Context: an optimization exercise on an open-source flow, tuned for small area. The choices shown serve that exercise and are no tape-out recipe. Only simulation tests tie the RTL to the original design; equivalence was not proved. Power figures rest on the tool's default switching activity, not on a simulated workload.

## try-indigo
==> flow/design.v (excerpt) <==
module jexb_fa #(
    parameter [7:0] START_MARKER = 8'h3E,
    parameter [7:0] RC_TYPE      = 8'h31
) (
    input  wire        clk,
    input  wire        rst,
    input  wire        rx_valid,
    input  wire [7:0]  rx_data,
    input  wire [1:0]  c_op,
    input  wire [7:0]  c_idx,
    input  wire [15:0] c_mid,
    output wire        c_ready,
    output wire        c_fs_clear,
    output wire        c_baud_toggle,
    output wire [15:0] c_val,
    output wire [4:0]  nchan
);
Size: about 770 cells after synthesis, about 290 flip-flops, about 61 I/O pins, about 11000 um^2 of cells after synthesis.
Settings: LEC_CHECK=0, ABC_AREA=1, CAP_MARGIN=0, CORE_MARGIN=2, CORE_UTILIZATION=70, PLACE_DENSITY=0.8, SLEW_MARGIN=0; clock period 10.0 ns.
standard.sh (not shown) runs the stock make flow with config.mk's settings and CLKGATE_MAP_FILE= SYNTH_SCRIPT=/design/flow/synth_recipe.tcl, a recipe that flattens the netlist after the stock synthesis.
==> flow/flow/run.sh <==
#!/bin/bash
# Own layout flow: the standard flow, with
#  - synthesis: abc maps for area (flow/abc_area.script) instead of ORFS's
#    area script, which buffers and upsizes for a delay target;
#  - port buffers: the smallest buffer (buf_1) instead of clkdlybuf4s50_1;
#  - CTS: no dummy loads, clkbuf_8 buffers driving clusters of up to 16 sinks.
set -euo pipefail
WORK=$(pwd)
export FLOW_WORK=$WORK
export AREA_ABC_SCRIPT=$WORK/flow/abc_area.script
sed "s#SYNTH_SCRIPT=[^ ]*#SYNTH_SCRIPT=$WORK/flow/synth.tcl#" standard.sh > own_standard.sh
bash own_standard.sh synth > synth.log 2>&1
export BUFFER_PORTS_ARGS="-buffer_cell sky130_fd_sc_hd__buf_1"
export CTS_ARGS="-sink_clustering_enable -repair_clock_nets -dont_use_dummy_load -buf_list sky130_fd_sc_hd__clkbuf_8 -sink_clustering_size 16 -sink_clustering_max_diameter 60"
bash standard.sh > layout.log 2>&1
==> flow/flow/abc_area.script <==
strash
&get -n
&dch -f
&nf -R 1000
&put
strash
&get -n
&dch -f
&nf -R 1000
&put
topo
==> flow/flow/synth.tcl <==
# The standard flow's synthesis (synth_recipe.tcl) with abc's script replaced by an
# area-oriented one. Registers are mapped before abc runs, so they are the
# same as the standard synthesis gives.
proc abc {args} {
  set i [lsearch -exact $args -script]
  if { $i >= 0 } {
    lset args [expr { $i + 1 }] $::env(AREA_ABC_SCRIPT)
  }
  yosys abc {*}$args
}
source $::env(FLOW_WORK)/synth_recipe.tcl
try-indigo was carried through to the last stage, and its layout satisfied the timing, design-rule and antenna checks.
> inputs changed (try-indigo -> try-onyx)
# try-indigo
export LEC_CHECK = 0
export ABC_AREA = 1
export CAP_MARGIN = 0
export CORE_MARGIN = 2
export CORE_UTILIZATION = 70
export PLACE_DENSITY = 0.8
export SLEW_MARGIN = 0
create_clock -name core_clock -period 10.0 [get_ports {clk}]
# try-onyx
export LEC_CHECK = 0
export ABC_AREA = 1
export CAP_MARGIN = 20
export CORE_MARGIN = 2
export CORE_UTILIZATION = 70
export PLACE_DENSITY = 0.8
export SLEW_MARGIN = 20
create_clock -name core_clock -period 10.0 [get_ports {clk}]
-- flow/flow/run.sh --
<<< try-indigo, line 5
#  - port buffers: the smallest buffer (buf_1) instead of clkdlybuf4s50_1;
#  - CTS: no dummy loads, clkbuf_8 buffers driving clusters of up to 16 sinks.
>>> try-onyx, line 5
#  - port buffers: the smallest buffer (buf_1) instead of clkdlybuf4s50_1;
#  - after global routing, gates off the critical paths are downsized
#    (RECOVER_POWER);
#  - CTS: no dummy loads, clkbuf_8 buffers driving clusters of up to 16 sinks.
<<< try-indigo, line 13
export BUFFER_PORTS_ARGS="-buffer_cell sky130_fd_sc_hd__buf_1"
export CTS_ARGS="-sink_clustering_enable -repair_clock_nets -dont_use_dummy_load -buf_list sky130_fd_sc_hd__clkbuf_8 -sink_clustering_size 16 -sink_clustering_max_diameter 60"
>>> try-onyx, line 15
export BUFFER_PORTS_ARGS="-buffer_cell sky130_fd_sc_hd__buf_1"
export RECOVER_POWER=100
export CTS_ARGS="-sink_clustering_enable -repair_clock_nets -dont_use_dummy_load -buf_list sky130_fd_sc_hd__clkbuf_8 -sink_clustering_size 16 -sink_clustering_max_diameter 60"
## What came out
try-onyx finished all stages; however, its layout fails the closing checks, the failures being max-capacitance violations, max-slew violations.
Global-route usage delta (try-onyx -> try-indigo): insignificant
The design area of try-onyx and that of try-indigo are within noise of each other.
[compare] base=try-indigo new=try-onyx: clock power share shrank by 0.3 points, fraction of the core area covered by cells at the end of the flow moved down.
try-onyx reports its classification of the worst setup path as input pin to register while try-indigo reports register to register.
Edits applied to the flow inputs when going from try-onyx to try-tundra:
==> flow/flow/run.sh <==
#!/bin/bash
# Own layout flow: the standard flow, with
#  - synthesis: abc maps for area (flow/abc_area.script) instead of ORFS's
#    area script, which buffers and upsizes for a delay target;
#  - port buffers: the smallest buffer (buf_1) instead of clkdlybuf4s50_1;
#  - CTS: no dummy loads, clkbuf_4 buffers driving clusters of up to 10 sinks.
set -euo pipefail
WORK=$(pwd)
export FLOW_WORK=$WORK
export AREA_ABC_SCRIPT=$WORK/flow/abc_area.script
sed "s#SYNTH_SCRIPT=[^ ]*#SYNTH_SCRIPT=$WORK/flow/synth.tcl#" standard.sh > own_standard.sh
bash own_standard.sh synth > synth.log 2>&1
export BUFFER_PORTS_ARGS="-buffer_cell sky130_fd_sc_hd__buf_1"
export CTS_ARGS="-sink_clustering_enable -repair_clock_nets -dont_use_dummy_load -buf_list sky130_fd_sc_hd__clkbuf_4 -sink_clustering_size 10 -sink_clustering_max_diameter 50"
bash standard.sh > layout.log 2>&1
-- flow/flow/abc_area.script --
<<< try-onyx, line 1
strash
>>> try-tundra, line 1
strash
&get -n
&dch -f
&nf -R 1000
&put
strash
==> run notes <==
- Between try-tundra and try-onyx, the global-route usage over all layers does not differ in any meaningful way.
- Share of the clock period used by the worst path after layout for try-tundra is lower than for try-onyx.
- try-tundra has completed all stages; timing, DRC and antenna checks passed.
- Looking at highest attainable clock frequency, try-tundra sits 0.012 GHz above try-onyx.
- Min final cell utilization of the core across try-tundra and try-onyx: try-tundra
- Part of the total power dissipated in sequential elements (try-tundra over try-onyx): increase, 2.1 points
- Delta (try-tundra minus try-onyx): worst setup slack climbed 0.54 ns; design area barely changed; via count dropped about 0.6%; area growth from synthesis to layout climbed 0.19 points.
- Between try-tundra and try-onyx, it is try-tundra whose met2 capacity usage during global routing is lower, by 3.4 points.
> inputs changed (try-tundra -> try-lagoon)
# try-tundra
export LEC_CHECK = 0
export ABC_AREA = 1
export CAP_MARGIN = 20
export CORE_MARGIN = 2
export CORE_UTILIZATION = 70
export PLACE_DENSITY = 0.8
export SLEW_MARGIN = 20
create_clock -name core_clock -period 10.0 [get_ports {clk}]
# try-lagoon
export LEC_CHECK = 0
export ABC_AREA = 1
export CAP_MARGIN = 20
export CORE_MARGIN = 2
export CORE_UTILIZATION = 70
export GPL_TIMING_DRIVEN = 0
export PLACE_DENSITY = 0.8
export SLEW_MARGIN = 20
create_clock -name core_clock -period 10.0 [get_ports {clk}]
==> flow/flow/run.sh <==
#!/bin/bash
# Own layout flow: the standard flow, with
#  - synthesis: abc maps for area (flow/abc_area.script) instead of ORFS's
#    area script, which buffers and upsizes for a delay target;
#  - port buffers: the smallest buffer (buf_1) instead of clkdlybuf4s50_1;
#  - CTS: no dummy loads, clkbuf_8 buffers driving clusters of up to 16 sinks.
set -euo pipefail
WORK=$(pwd)
export FLOW_WORK=$WORK
export AREA_ABC_SCRIPT=$WORK/flow/abc_area.script
sed "s#SYNTH_SCRIPT=[^ ]*#SYNTH_SCRIPT=$WORK/flow/synth.tcl#" standard.sh > own_standard.sh
bash own_standard.sh synth > synth.log 2>&1
export BUFFER_PORTS_ARGS="-buffer_cell sky130_fd_sc_hd__buf_1"
export CTS_ARGS="-sink_clustering_enable -repair_clock_nets -dont_use_dummy_load -buf_list sky130_fd_sc_hd__clkbuf_8 -sink_clustering_size 16 -sink_clustering_max_diameter 60"
bash standard.sh > layout.log 2>&1
==> flow/flow/abc_area.script <==
strash
&get -n
&dch -f
&nf -R 1000
&put
strash
&get -n
&dch -f
&nf -R 1000
&put
topo
[summary]
try-lagoon: PASS, flow complete, no timing, DRC or antenna violations
register to register as the worst setup path category was reported by try-lagoon, and register to output port by try-tundra.
Changes observed in try-lagoon relative to try-tundra: clock network fraction of design power ~0 delta, worst stage delay on the critical path +0.19 ns, part of the total power dissipated in combinational logic higher, met3 global-route usage shows a reduction of 2.5 points, clock sink count saw little to no change.
Inputs modified between try-lagoon and try-pepper:
# try-lagoon
export LEC_CHECK = 0
export ABC_AREA = 1
export CAP_MARGIN = 20
export CORE_MARGIN = 2
export CORE_UTILIZATION = 70
export GPL_TIMING_DRIVEN = 0
export PLACE_DENSITY = 0.8
export SLEW_MARGIN = 20
create_clock -name core_clock -period 10.0 [get_ports {clk}]
# try-pepper
export LEC_CHECK = 0
export ABC_AREA = 1
export CAP_MARGIN = 20
export CORE_MARGIN = 2
export CORE_UTILIZATION = 70
export PLACE_DENSITY = 0.8
export SLEW_MARGIN = 20
create_clock -name core_clock -period 10.0 [get_ports {clk}]
Findings:
Compared with try-lagoon, try-pepper shows a final cell utilization of the core that is 0.43 points lower.
Delta (try-pepper minus try-lagoon): global router's overall resource usage shows a reduction of 0.44 points; achievable clock frequency shows an increase of 1.1%.

-- port drivers added, routing unchanged --
The results above use ideal ports. As a check the final layouts listed here were re-extracted and re-timed, cells and wires unchanged. Step 1: set_driving_cell puts a clkbuf_16 on clk and a buf_2 on each other input, an assumption about the parent block. Step 2 also shifts input and output timing later by t, the mid clock arrival at the registers, as if the neighbouring blocks saw the same clock. Slacks: ideal / step 1 / step 2; pairs: ideal / step 1.
| run | t (ns) | setup slack, ns | hold WS [ns] | cell pins on the clock port's net |
|---|---|---|---|---|
| try-indigo | 0.574 | 2.989 / 2.989 / 2.732 | 0.477 / 0.477 / 0.477 | 1 |
| try-onyx | 0.549 | 2.914 / 2.938 / 2.389 | 0.479 / 0.479 / 0.479 | 1 |
| try-tundra | 0.633 | 3.450 / 3.416 / 3.146 | 0.470 / 0.470 / 0.470 | 1 |
| try-lagoon | 0.554 | 2.929 / 2.900 / 2.742 | 0.463 / 0.463 / 0.463 | 1 |
| try-pepper | 0.543 | 3.008 / 3.008 / 2.865 | 0.480 / 0.480 / 0.480 | 1 |
For try-onyx, which loses most, drivers alone change the setup slack by +0.024 ns; drivers and shift together by -0.525 ns.
